This design comes from an exercise in tuning for small area, a short achievable clock period and few clock cycles per item on the open sky130 flow, not from production work. The RTL was checked by simulation tests, not by an equivalence proof against the original design.

==> maple <==
==> flow/design.v <==
module fcu_fclose (
    input  wire [63:0] a,
    input  wire [63:0] b,
    output wire [63:0] udist,
    output wire        ucls,
    output wire        fclose,
    output wire        aeq
);
    wire        sa = a[63];
    wire        sb = b[63];
    wire [10:0] ea = a[62:52];
    wire [10:0] eb = b[62:52];
    wire [51:0] fa = a[51:0];
    wire [51:0] fb = b[51:0];
    wire a_expmax = &ea;
    wire b_expmax = &eb;
    wire a_nan    = a_expmax & (|fa);
    wire b_nan    = b_expmax & (|fb);
    wire same     = (sa == sb);
    integer d, i;
    wire [63:0] ug = a & ~b;
    wire [63:0] up = ~(a ^ b);
    reg  [63:0] uG, uP;
    always @(*) begin
        uG = ug;
        uP = up;
        for (d = 0; d < 6; d = d + 1)
            for (i = 0; i < 64; i = i + 1)
                if (((i + 1) % (2 << d)) == 0) begin
                    uG[i] = uG[i] | (uP[i] & uG[i - (1 << d)]);
                    uP[i] = uP[i] & uP[i - (1 << d)];
                end
        for (d = 4; d >= 0; d = d - 1)
            for (i = 0; i < 64; i = i + 1)
                if ((((i + 1) % (2 << d)) == (1 << d)) && (i >= (2 << d))) begin
                    uG[i] = uG[i] | (uP[i] & uG[i - (1 << d)]);
                    uP[i] = uP[i] & uP[i - (1 << d)];
                end
    end
    wire [63:0] c0 = {uG[62:0], 1'b0};             
    wire [63:0] c1 = {uG[62:0] | uP[62:0], 1'b1};  
    wire        agt  = uG[63];                     
    wire        eqab = uP[63];                     
    assign udist = up ^ (agt ? c1 : ~c0);
    assign ucls  = (udist[63:3] == 61'd0) & ~(udist[2] & (|udist[1:0]));
    wire        a_nz = |ea;
    wire        b_nz = |eb;
    wire [10:0] ea1  = {ea[10:1], ea[0] | ~a_nz};
    wire [10:0] eb1  = {eb[10:1], eb[0] | ~b_nz};
    wire        a_ge = (ea >= eb);
    wire        eeq  = (ea1 == eb1);
    wire [10:0] dexp = a_ge ? (ea1 - eb1) : (eb1 - ea1);
    wire [10:0] ex1  = a_ge ? ea1 : eb1;
    wire [52:0] mx   = a_ge ? {a_nz, fa} : {b_nz, fb};
    wire [52:0] my   = a_ge ? {b_nz, fb} : {a_nz, fa};
    wire [5:0] sh = (dexp[10:6] != 5'd0) ? 6'd63 : dexp[5:0];
    reg [54:0] ysh;
    reg        st;
    integer k;
    always @(*) begin
        ysh = {my, 2'b00};
        st  = 1'b0;
        for (k = 5; k >= 0; k = k - 1)
            if (sh[k]) begin
                st  = st | (|(ysh & ~({55{1'b1}} << (1 << k))));
                ysh = ysh >> (1 << k);
            end
    end
    reg [55:0] kq;
    always @(*) begin
        kq = 56'd0;
        for (i = 0; i < 56; i = i + 1)
            if (ex1 == 11'd1025 - i) kq[i] = 1'b1;
        for (i = 0; i < 3; i = i + 1)
            if (ex1 == 11'd972 - i) kq[i] = 1'b1;
    end
    wire flip = same & eeq & (a_ge ? ~(agt | eqab) : agt);
    wire [55:0] yv = (same ^ flip) ? {1'b0, ysh} : ~{1'b0, ysh};
    wire [55:0] nx = {1'b0, mx, 2'b00} ^ {56{~flip}};
    wire [55:0] cs = yv ^ nx ^ kq;
    wire [55:0] cc = (yv & nx) | (yv & kq) | (nx & kq);
    wire [55:0] cv = {cc[54:0], 1'b1};
    wire        cin = ~same & ~st;
    reg [63:0] tG, tP;
    always @(*) begin
        tG = {8'd0, cs & cv};
        tP = {8'hFF, cs | cv};
        tG[0] = tG[0] | (tP[0] & cin);
        for (d = 0; d < 6; d = d + 1)
            for (i = 0; i < 64; i = i + 1)
                if (((i + 1) % (2 << d)) == 0) begin
                    tG[i] = tG[i] | (tP[i] & tG[i - (1 << d)]);
                    tP[i] = tP[i] & tP[i - (1 << d)];
                end
    end
    wire c56     = tG[63];
    wire s_close = cc[55] | c56;
    wire a_close = cc[55] & c56;
    wire fin = ~a_expmax & ~b_expmax;
    assign fclose = fin & (same ? ((ex1 <= 11'd970) | s_close)
                                : ((ex1 <= 11'd969) | a_close));
    assign aeq    = ~a_nan & ~b_nan & (fclose | (same & ucls));
endmodule
module fcu (
    input  wire        clk,
    input  wire        rst,
    input  wire        cmd_valid,
    output wire        cmd_ready,
    input  wire [7:0]  cmd_word,
    input  wire [63:0] cmd_data,
    output reg         rsp_valid,
    output reg  [1:0]  rsp_status,
    output wire [63:0] rsp_data
);
    localparam [3:0] OP_LDW   = 4'h1;
    localparam [3:0] OP_CPW   = 4'h2;
    localparam [3:0] OP_SIGN  = 4'h3;
    localparam [3:0] OP_EXPO  = 4'h4;
    localparam [3:0] OP_SIGF  = 4'h5;
    localparam [3:0] OP_BITS  = 4'h6;
    localparam [3:0] OP_FVAL  = 4'h7;
    localparam [3:0] OP_ISNAN = 4'h8;
    localparam [3:0] OP_FCLS  = 4'h9;
    localparam [3:0] OP_UCLS  = 4'hA;
    localparam [3:0] OP_UDIST = 4'hB;
    localparam [3:0] OP_AEQ   = 4'hC;
    localparam [3:0] OP_EQRW  = 4'hD;
    localparam [3:0] OP_EQWR  = 4'hE;
    reg [63:0] p0, p1;
    reg [1:0]  map;
    reg [1:0]  xv;
    reg [63:0] z;
    reg        busy;         
    reg        eqm;          
    assign cmd_ready = ~busy;
    assign rsp_data  = z;
    wire accept = cmd_valid & ~busy & ~rst;
    wire [3:0] op  = cmd_word[3:0];
    wire       sel = cmd_word[4];
    wire       illegal = (cmd_word[7:5] != 3'b000) | (op == 4'h0) | (op == 4'hF);
    wire       ms  = sel ? map[1] : map[0];
    wire       mt  = sel ? map[0] : map[1];
    wire       xvs = sel ? xv[1] : xv[0];
    wire       xvt = sel ? xv[0] : xv[1];
    wire       rd_s = (op >= OP_SIGN);
    wire       rd_t = (op == OP_CPW) | (op == OP_FCLS) | (op == OP_UCLS) |
                      (op == OP_UDIST) | (op == OP_AEQ);
    wire       uncons = (rd_s & ~xvs) | (rd_t & ~xvt);
    wire       ok  = ~illegal & ~uncons;
    wire       is_eq = (op == OP_EQRW) | (op == OP_EQWR);
    wire [63:0] ua = busy ? z : p0;
    wire [63:0] ub = (busy & ~eqm) ? p0 : p1;
    wire [63:0] u_dist;
    wire        u_ucls, u_fcls, u_aeq;
    fcu_fclose u_pair (
        .a      (ua),
        .b      (ub),
        .udist  (u_dist),
        .ucls   (u_ucls),
        .fclose (u_fcls),
        .aeq    (u_aeq)
    );
    wire        shared = (map[0] == map[1]);
    wire        max0   = &p0[62:52];
    wire        max1   = &p1[62:52];
    wire        nan0   = max0 & (|p0[51:0]);
    wire        nan1   = max1 & (|p1[51:0]);
    wire        pk_max = map[0] ? max1 : max0;
    wire        pk_nan = map[0] ? nan1 : nan0;
    wire        nan_s = ms ? nan1 : nan0;
    wire go   = ~busy & ok;
    wire f_s  = (op == OP_SIGN) | (op == OP_BITS) | (op == OP_FVAL);
    wire f_e  = (op == OP_EXPO) | (op == OP_BITS) | (op == OP_FVAL);
    wire f_f  = (op == OP_SIGF) | (op == OP_BITS) | (op == OP_FVAL);
    wire g_s0 = go & f_s & ~ms, g_s1 = go & f_s & ms;
    wire g_e0 = go & f_e & ~ms, g_e1 = go & f_e & ms;
    wire g_f0 = go & f_f & ~ms, g_f1 = go & f_f & ms;
    wire g_u  = go & (op == OP_UDIST) & ~shared;
    wire g_d  = go & is_eq;
    wire [63:0] sel0 = {g_s0, {11{g_e0}}, {52{g_f0}}};
    wire [63:0] sel1 = {g_s1, {11{g_e1}}, {52{g_f1}}};
    reg bit0;
    always @(*) begin
        case (op)
            OP_ISNAN: bit0 = nan_s;
            OP_FCLS:  bit0 = shared ? ~pk_max : u_fcls;
            OP_UCLS:  bit0 = shared | u_ucls;
            OP_AEQ:   bit0 = shared ? ~pk_nan : u_aeq;
            default:  bit0 = 1'b0;
        endcase
    end
    wire [63:0] znext = (sel0 & p0) | (sel1 & p1) | ({64{g_u}} & u_dist) |
                        ({64{g_d}} & cmd_data) |
                        {63'd0, busy ? u_aeq : (go & bit0)};
    wire do_ldw = accept & ok & (op == OP_LDW);
    wire do_cpw = accept & ok & (op == OP_CPW);
    wire do_eq  = accept & ok & is_eq;
    always @(posedge clk) begin
        if (do_ldw & ~mt) p1 <= cmd_data;
        if (do_ldw &  mt) p0 <= cmd_data;
    end
    always @(posedge clk) begin
        z <= znext;
        if (~busy)
            eqm <= ms;
    end
    always @(posedge clk) begin
        if (rst) begin
            xv        <= 2'b00;
            map       <= 2'b10;
            busy      <= 1'b0;
            rsp_valid <= 1'b0;
        end else begin
            busy      <= do_eq;
            rsp_valid <= busy | (accept & ~do_eq);
            if (do_ldw | do_cpw) begin
                xv[sel]  <= 1'b1;
                map[sel] <= do_ldw ? ~mt : mt;
            end
        end
    end
    always @(posedge clk) begin
        if (busy)
            rsp_status <= 2'd0;
        else
            rsp_status <= illegal ? 2'd1 : uncons ? 2'd2 : 2'd0;
    end
endmodule
==> flow/run.sh <==
#!/bin/bash
# synth_recipe.tcl (not shown) runs the flow's synth.tcl, then flattens the netlist and writes it again
# the make line also repeats each setting of config.mk as NAME=value (left out here)
make -C /OpenROAD-flow-scripts/flow DESIGN_CONFIG=/design/flow/config.mk WORK_HOME=/design/flow/orfs CLKGATE_MAP_FILE= SYNTH_SCRIPT=/design/flow/synth_recipe.tcl finish
==> flow/config.mk <==
export PLATFORM = sky130hd
export DESIGN_NAME = fcu
export DESIGN_NICKNAME = fcu
export VERILOG_FILES = /design/flow/design.v
export SDC_FILE = /design/flow/constraint.sdc
export NUM_CORES = 4
export LEC_CHECK = 0
export CAP_MARGIN = 20
export CORE_MARGIN = 2
export CORE_UTILIZATION = 50
export PLACE_DENSITY = 0.7
export SLEW_MARGIN = 20
==> flow/constraint.sdc <==
create_clock -name core_clock -period 28.0 [get_ports {clk}]
set_input_delay 5.6000 -clock core_clock [delete_from_list [all_inputs] [get_ports {clk}]]
set_output_delay 5.6000 -clock core_clock [all_outputs]
set_load 0.01 [all_outputs]
==> inputs of ember, as changes to maple <==
==> flow/flow/run.sh (new file) <==
#!/bin/bash
# Standard ORFS layout, with timing repair asked to leave setup margin so
# that it shortens the critical path although the 28 ns clock is met.
set -euo pipefail
export SETUP_SLACK_MARGIN=20.5
bash standard.sh > standard.log 2>&1
==> flow/standard.sh (new file) <==
#!/bin/bash
# synth_recipe.tcl (not shown) runs the flow's synth.tcl, then flattens the netlist and writes it again
# the make line also repeats each setting of config.mk as NAME=value (left out here)
make -C /OpenROAD-flow-scripts/flow DESIGN_CONFIG=/design/flow/config.mk WORK_HOME=/design/flow/orfs CLKGATE_MAP_FILE= SYNTH_SCRIPT=/design/flow/synth_recipe.tcl "${@:-finish}"
Settings changed: ABC_AREA set to 1.
removed: flow/run.sh
==> comparison table <==
                                                                maple           ember
Worst hold margin                                              0.469 ns        0.479 ns
Global routing usage on met1                                      56.3%           53.0%
Die footprint                                                 52500 µm²       49000 µm²
Outcome                                                  finished clean  finished clean
Total number of multi-input combinational cells                    2567            2987
Number of clock buffers in the layout                                28              24
Maximum fanout encountered on the critical timing path               56              22
Slowest CP cell                                                 dfxtp_4   dlygate4sd2_1
Gate count of the mapped netlist                                   3104            3784
Routed WL per cell                                              29.6 µm         21.9 µm
Setup skew after layout                                       0.0225 ns       0.0136 ns
Switching part of the total                                       22.1%           22.6%
Post-CTS setup buffer count                                           0              21
Met2 global-route usage                                           61.6%           54.6%
Compound-cell area share of the yosys netlist                     23.0%           16.5%
Area fraction of the dominant cell type after synthesis           15.3%           20.3%
Testbench counts of maple, summed over its fixed seeds: cycles 37,783, items 32,000.
Testbench counts of ember, summed over its fixed seeds: cycles 37,783, items 32,000.

re-timing with driven ports:
The results above use ideal ports. As a check the final layouts listed here were re-extracted and re-timed, cells and wires unchanged. Step 1: set_driving_cell puts a clkbuf_16 on clk and a buf_2 on each other input, an assumption about the parent block. Step 2 also shifts input and output timing later by t, the mid clock arrival at the registers, as if the neighbouring blocks saw the same clock. a / b / c = no drivers / after step 1 / after step 2; a / b = the first two.
run | t, ns | setup slack, ns | worst setup path after step 2 | slew at the worst register clock pin (ns)
maple | 0.562 | 16.560 / 16.560 / 16.560 | register to register | 0.08 / 0.08
ember | 0.559 | 20.537 / 20.558 / 19.999 | input to register | 0.07 / 0.07
After both steps every run listed still meets setup and hold. The setup slack of ember, which loses most, moves by +0.021 ns with the drivers and by -0.538 ns with both steps.
